What follows belongs to an exercise in optimizing a design on an open flow for small area; a production flow would make more cautious choices.
In this exercise RTL edits were held to simulation tests only and were not proved equivalent to the original.

## the reference run
==> flow/design.v <==
module fxd #(
    parameter W  = 32,
    parameter K  = 6,
    parameter EW = 8
) (
    input  wire            clk,
    input  wire            rst,
    input  wire            cmd_valid,
    input  wire [W+6:0]    cmd_word,
    output wire            cmd_ready,
    output wire            busy,
    output wire            done,
    output wire [1:0]      result,
    output wire [7:0]      ocount,
    output wire [EW-1:0]   errcode,
    output wire [16+EW-1:0] status,
    output wire            out_valid,
    output wire [7:0]      out_byte,
    output wire [1:0]      out_seg,
    output wire            out_seg_last,
    output wire            out_end,
    input  wire            snk_ready,
    input  wire            snk_err,
    input  wire [EW-1:0]   snk_code
);
    localparam [2:0] IDLE = 3'd0, RESOLVE = 3'd1, INTDIG = 3'd2, FRACDIG = 3'd3,
                     EMIT_SIGN = 3'd4, EMIT_INT = 3'd5, EMIT_POINT = 3'd6,
                     EMIT_FRAC = 3'd7;
    reg [2:0]    phase;
    reg [31:0]   w;
    reg [5:0]    fb;
    reg          pol;
    reg [39:0]   stk;
    reg [2:0]    k;
    reg [4:0]    ocnt;      
    reg [1:0]    res;
    reg [EW-1:0] ecode;
    reg          done_q;
    wire [31:0] c_raw = cmd_word[31:0];
    wire [5:0]  c_f   = cmd_word[37:32];
    wire        c_neg = cmd_word[38] & c_raw[31];
    wire        c_legal = ~(c_f[5] & (|c_f[4:0]));
    reg  [31:0] c_mag;
    reg         c_any;
    integer n;
    always @(*) begin
        c_any = 1'b0;
        for (n = 0; n < 32; n = n + 1) begin
            c_mag[n] = c_raw[n] ^ (c_neg & c_any);
            c_any = c_any | c_raw[n];
        end
    end
    wire [4:0]  c_rot = c_f[4:0];
    reg  [31:0] c_w;
    always @(*) begin
        c_w = c_mag;
        if (c_rot[4]) c_w = {c_w[15:0], c_w[31:16]};
        if (c_rot[3]) c_w = {c_w[7:0], c_w[31:8]};
        if (c_rot[2]) c_w = {c_w[3:0], c_w[31:4]};
        if (c_rot[1]) c_w = {c_w[1:0], c_w[31:2]};
        if (c_rot[0]) c_w = {c_w[0], c_w[31:1]};
    end
    reg [31:0] lmask;
    integer m;
    always @(*) lmask = 32'hFFFFFFFF >> fb;
    wire [31:0] iv = w & lmask;
    reg [31:0] iq;
    reg [3:0]  ir;
    reg        dq;
    integer j;
    always @(*) begin
        ir = 4'd0;
        for (j = 31; j >= 0; j = j - 1) begin
            dq = ir[3] | (ir[2] & (ir[1] | ir[0]));
            iq[j] = dq;
            ir = {(ir[2] & ~ir[1] & ~ir[0]) | (ir[3] & ir[0]),
                  (ir[1] & (~ir[2] | ir[0])) | (ir[3] & ~ir[0]),
                  ir[0] ^ dq, iv[j]};
        end
    end
    wire        pre = (fb > 6'd28);
    wire [31:0] pmask = {25'd0, pre & (fb == 6'd29), pre & (fb < 6'd31), pre & (fb < 6'd32), {4{pre}}};
    reg [31:0] fp;
    reg [32:0] fc;       
    reg [31:0] fpp;      
    reg        ca;       
    reg        ta, tb;
    integer b;
    wire [31:0] wa = w & ~pmask;
    always @(*) begin
        fc = 33'd0;
        fpp = 32'd0;
        fp[0] = 1'b0;
        for (b = 1; b < 32; b = b + 1) begin
            ta = (b >= 3) ? w[b-3] : 1'b0;
            tb = w[b-1];
            fpp[b] = ta ^ tb;
            fp[b] = ta ^ tb ^ fc[b];
            fc[b+1] = (ta & tb) | (fc[b] & (ta ^ tb));
        end
        ca = 1'b0;
        for (b = 3; b < 10; b = b + 1)
            ca = (wa[b-3] & wa[b-1]) | (ca & (wa[b-3] ^ wa[b-1]));
    end
    wire        pg   = &fpp[31:10];
    wire        c32a = fc[32] & ~(pg & fc[10] & ~ca);
    wire [3:0]  fdig = {1'b0, w[31:29]} + {3'b000, w[31]} + {3'b000, c32a};
    wire [2:0] kn = k + 3'd1;
    reg fz;
    always @(*) begin
        case (kn)
            3'd1: fz = ~|w[30:0];
            3'd2: fz = ~|w[29:0];
            3'd3: fz = ~|w[28:0];
            3'd4: fz = ~|w[27:0];
            3'd5: fz = ~|w[26:0];
            default: fz = 1'b1;
        endcase
    end
    wire idle = (phase == IDLE);
    assign cmd_ready = idle;
    assign busy      = ~idle;
    assign done      = done_q;
    assign result    = res;
    assign ocount    = {3'b000, ocnt};
    assign errcode   = ecode;
    assign status    = {ecode, 3'b000, ocnt, 4'b0000, res, done_q, ~idle};
    assign out_valid = phase[2];
    assign out_seg   = phase[1:0];
    wire int_last    = (stk[7:4] == 4'hF);
    wire frac_last   = (k == 3'd1);
    assign out_seg_last = (phase == EMIT_INT) ? int_last :
                          (phase == EMIT_FRAC) ? frac_last : 1'b1;
    assign out_end   = (phase == EMIT_FRAC) & frac_last;
    wire [3:0] dig   = phase[1] ? fdig : stk[3:0];
    assign out_byte  = (phase[0]) ? {4'h3, dig} : {4'h2, 2'b11, phase[1], ~phase[1]};
    always @(posedge clk) begin
        if (rst) begin
            phase  <= IDLE;
            ocnt   <= 5'd0;
            res    <= 2'd0;
            ecode  <= {EW{1'b0}};
            done_q <= 1'b0;
        end else begin
            done_q <= 1'b0;
            case (phase)
                IDLE: begin
                    w   <= c_w;
                    fb  <= c_f;
                    pol <= c_neg;
                    stk[3:0] <= 4'hF;
                    k   <= 3'd0;
                    if (cmd_valid) begin
                        ocnt  <= 5'd0;
                        ecode <= {EW{1'b0}};
                        if (c_legal) begin
                            res   <= 2'd0;
                            phase <= RESOLVE;
                        end else begin
                            res    <= 2'd2;
                            done_q <= 1'b1;
                        end
                    end
                end
                RESOLVE: phase <= INTDIG;
                INTDIG: begin
                    w   <= (w & ~lmask) | iq;
                    stk <= {stk[35:0], ir};
                    if (iq == 32'd0) phase <= FRACDIG;
                end
                FRACDIG: begin
                    k <= kn;
                    if (fz) phase <= pol ? EMIT_SIGN : EMIT_INT;
                end
                default: begin
                    if (snk_err) begin
                        res    <= 2'd3;
                        ecode  <= snk_code;
                        done_q <= 1'b1;
                        phase  <= IDLE;
                    end else if (snk_ready) begin
                        ocnt <= ocnt + 5'd1;
                        case (phase)
                            EMIT_SIGN: phase <= EMIT_INT;
                            EMIT_INT: begin
                                stk <= {4'hF, stk[39:4]};
                                if (int_last) phase <= EMIT_POINT;
                            end
                            EMIT_POINT: phase <= EMIT_FRAC;
                            default: begin
                                w <= fp[31:0];
                                k <= k - 3'd1;
                                if (frac_last) begin
                                    res    <= 2'd1;
                                    done_q <= 1'b1;
                                    phase  <= IDLE;
                                end
                            end
                        endcase
                    end
                end
            endcase
        end
    end
endmodule
==> flow/config.mk <==
export PLATFORM = sky130hd
export DESIGN_NAME = fxd
export DESIGN_NICKNAME = fxd
export VERILOG_FILES = /design/flow/design.v
export SDC_FILE = /design/flow/constraint.sdc
export NUM_CORES = 4
export LEC_CHECK = 0
export ABC_AREA = 1
export CAP_MARGIN = 20
export CORE_MARGIN = 2
export CORE_UTILIZATION = 40
export SLEW_MARGIN = 20
==> flow/constraint.sdc <==
create_clock -name core_clock -period 17.0 [get_ports {clk}]
set_input_delay 3.4000 -clock core_clock [delete_from_list [all_inputs] [get_ports {clk}]]
set_output_delay 3.4000 -clock core_clock [all_outputs]
set_load 0.01 [all_outputs]
standard.sh (not shown) runs the stock make flow with config.mk's settings and CLKGATE_MAP_FILE= SYNTH_SCRIPT=/design/flow/synth_recipe.tcl, a recipe that flattens the netlist after the stock synthesis.
==> flow/flow/run.sh <==
#!/bin/bash
set -euo pipefail
here=$(pwd)
rm -rf "$here/scripts_alt"
cp -r "$FLOW_HOME/scripts" "$here/scripts_alt"
cp "$here/flow/abc_area.script" "$here/scripts_alt/abc_area.script"
export SCRIPTS_DIR="$here/scripts_alt"
export BUFFER_PORTS_ARGS="-buffer_cell sky130_fd_sc_hd__buf_1"
export CTS_ARGS="-sink_clustering_enable -repair_clock_nets -dont_use_dummy_load -sink_clustering_size 50 -sink_clustering_max_diameter 300"
bash standard.sh finish > "$here/standard.log" 2>&1
==> flow/flow/abc_area.script <==
strash
&get -n
&deepsyn -T 60
&put
balance
rewrite
refactor
balance
rewrite
rewrite -z
balance
refactor -z
rewrite -z
balance
dch -f
amap
topo
The reference run finished every stage and its layout cleared the timing, DRC and antenna checks.
The inputs of the trial run differ from those of the reference run as listed below.
--- a/flow/design.v
+++ b/flow/design.v
@@ -132,7 +132,7 @@
     assign out_seg_last = (phase == EMIT_INT) ? int_last :
                           (phase == EMIT_FRAC) ? frac_last : 1'b1;
     assign out_end   = (phase == EMIT_FRAC) & frac_last;
-    wire [3:0] dig   = phase[1] ? fdig : stk[3:0];
+    wire [3:0] dig   = stk[3:0];
     assign out_byte  = (phase[0]) ? {4'h3, dig} : {4'h2, 2'b11, phase[1], ~phase[1]};
     always @(posedge clk) begin
         if (rst) begin
@@ -186,8 +186,13 @@
                                 stk <= {4'hF, stk[39:4]};
                                 if (int_last) phase <= EMIT_POINT;
                             end
-                            EMIT_POINT: phase <= EMIT_FRAC;
+                            EMIT_POINT: begin
+                                stk[3:0] <= fdig;
+                                w <= fp[31:0];
+                                phase <= EMIT_FRAC;
+                            end
                             default: begin
+                                stk[3:0] <= fdig;
                                 w <= fp[31:0];
                                 k <= k - 3'd1;
                                 if (frac_last) begin
Notes after the runs:
Fraction of the mapped netlist area in compound gates sits lower in the trial run than in the reference run.
On final cell count, the trial run and the reference run are neck and neck.
Routing usage on met2 ended up 4.9 points higher on the trial run than on the reference run.
Compared with the reference run, the trial run shows fill cell total of the finished layout higher by 1.8%.

==> re-timing with driven ports <==
How much do the figures lean on ideal ports? The routed layouts below were timed once more, with nothing changed but the port constraints.
Step 1 assumes that a clkbuf_16 drives the clock port and a buf_2 every other input.
Step 2 also shifts input and output timing later by t, the mid clock arrival at the registers, as if the neighbouring blocks saw the same clock.
a / b / c = ideal / step 1 / step 2; a / b = the first two.
| run | t (ns) | slack for setup (ns) | worst setup path at the end | pins driven straight from the clock port |
|---|---|---|---|---|
| the reference run | 0.393 | 0.493 / 0.447 / 0.841 | register to output | 1 |
| the trial run | 0.404 | 1.734 / 1.734 / 1.734 | register to register | 1 |
After both steps setup and hold are still met in every run listed.
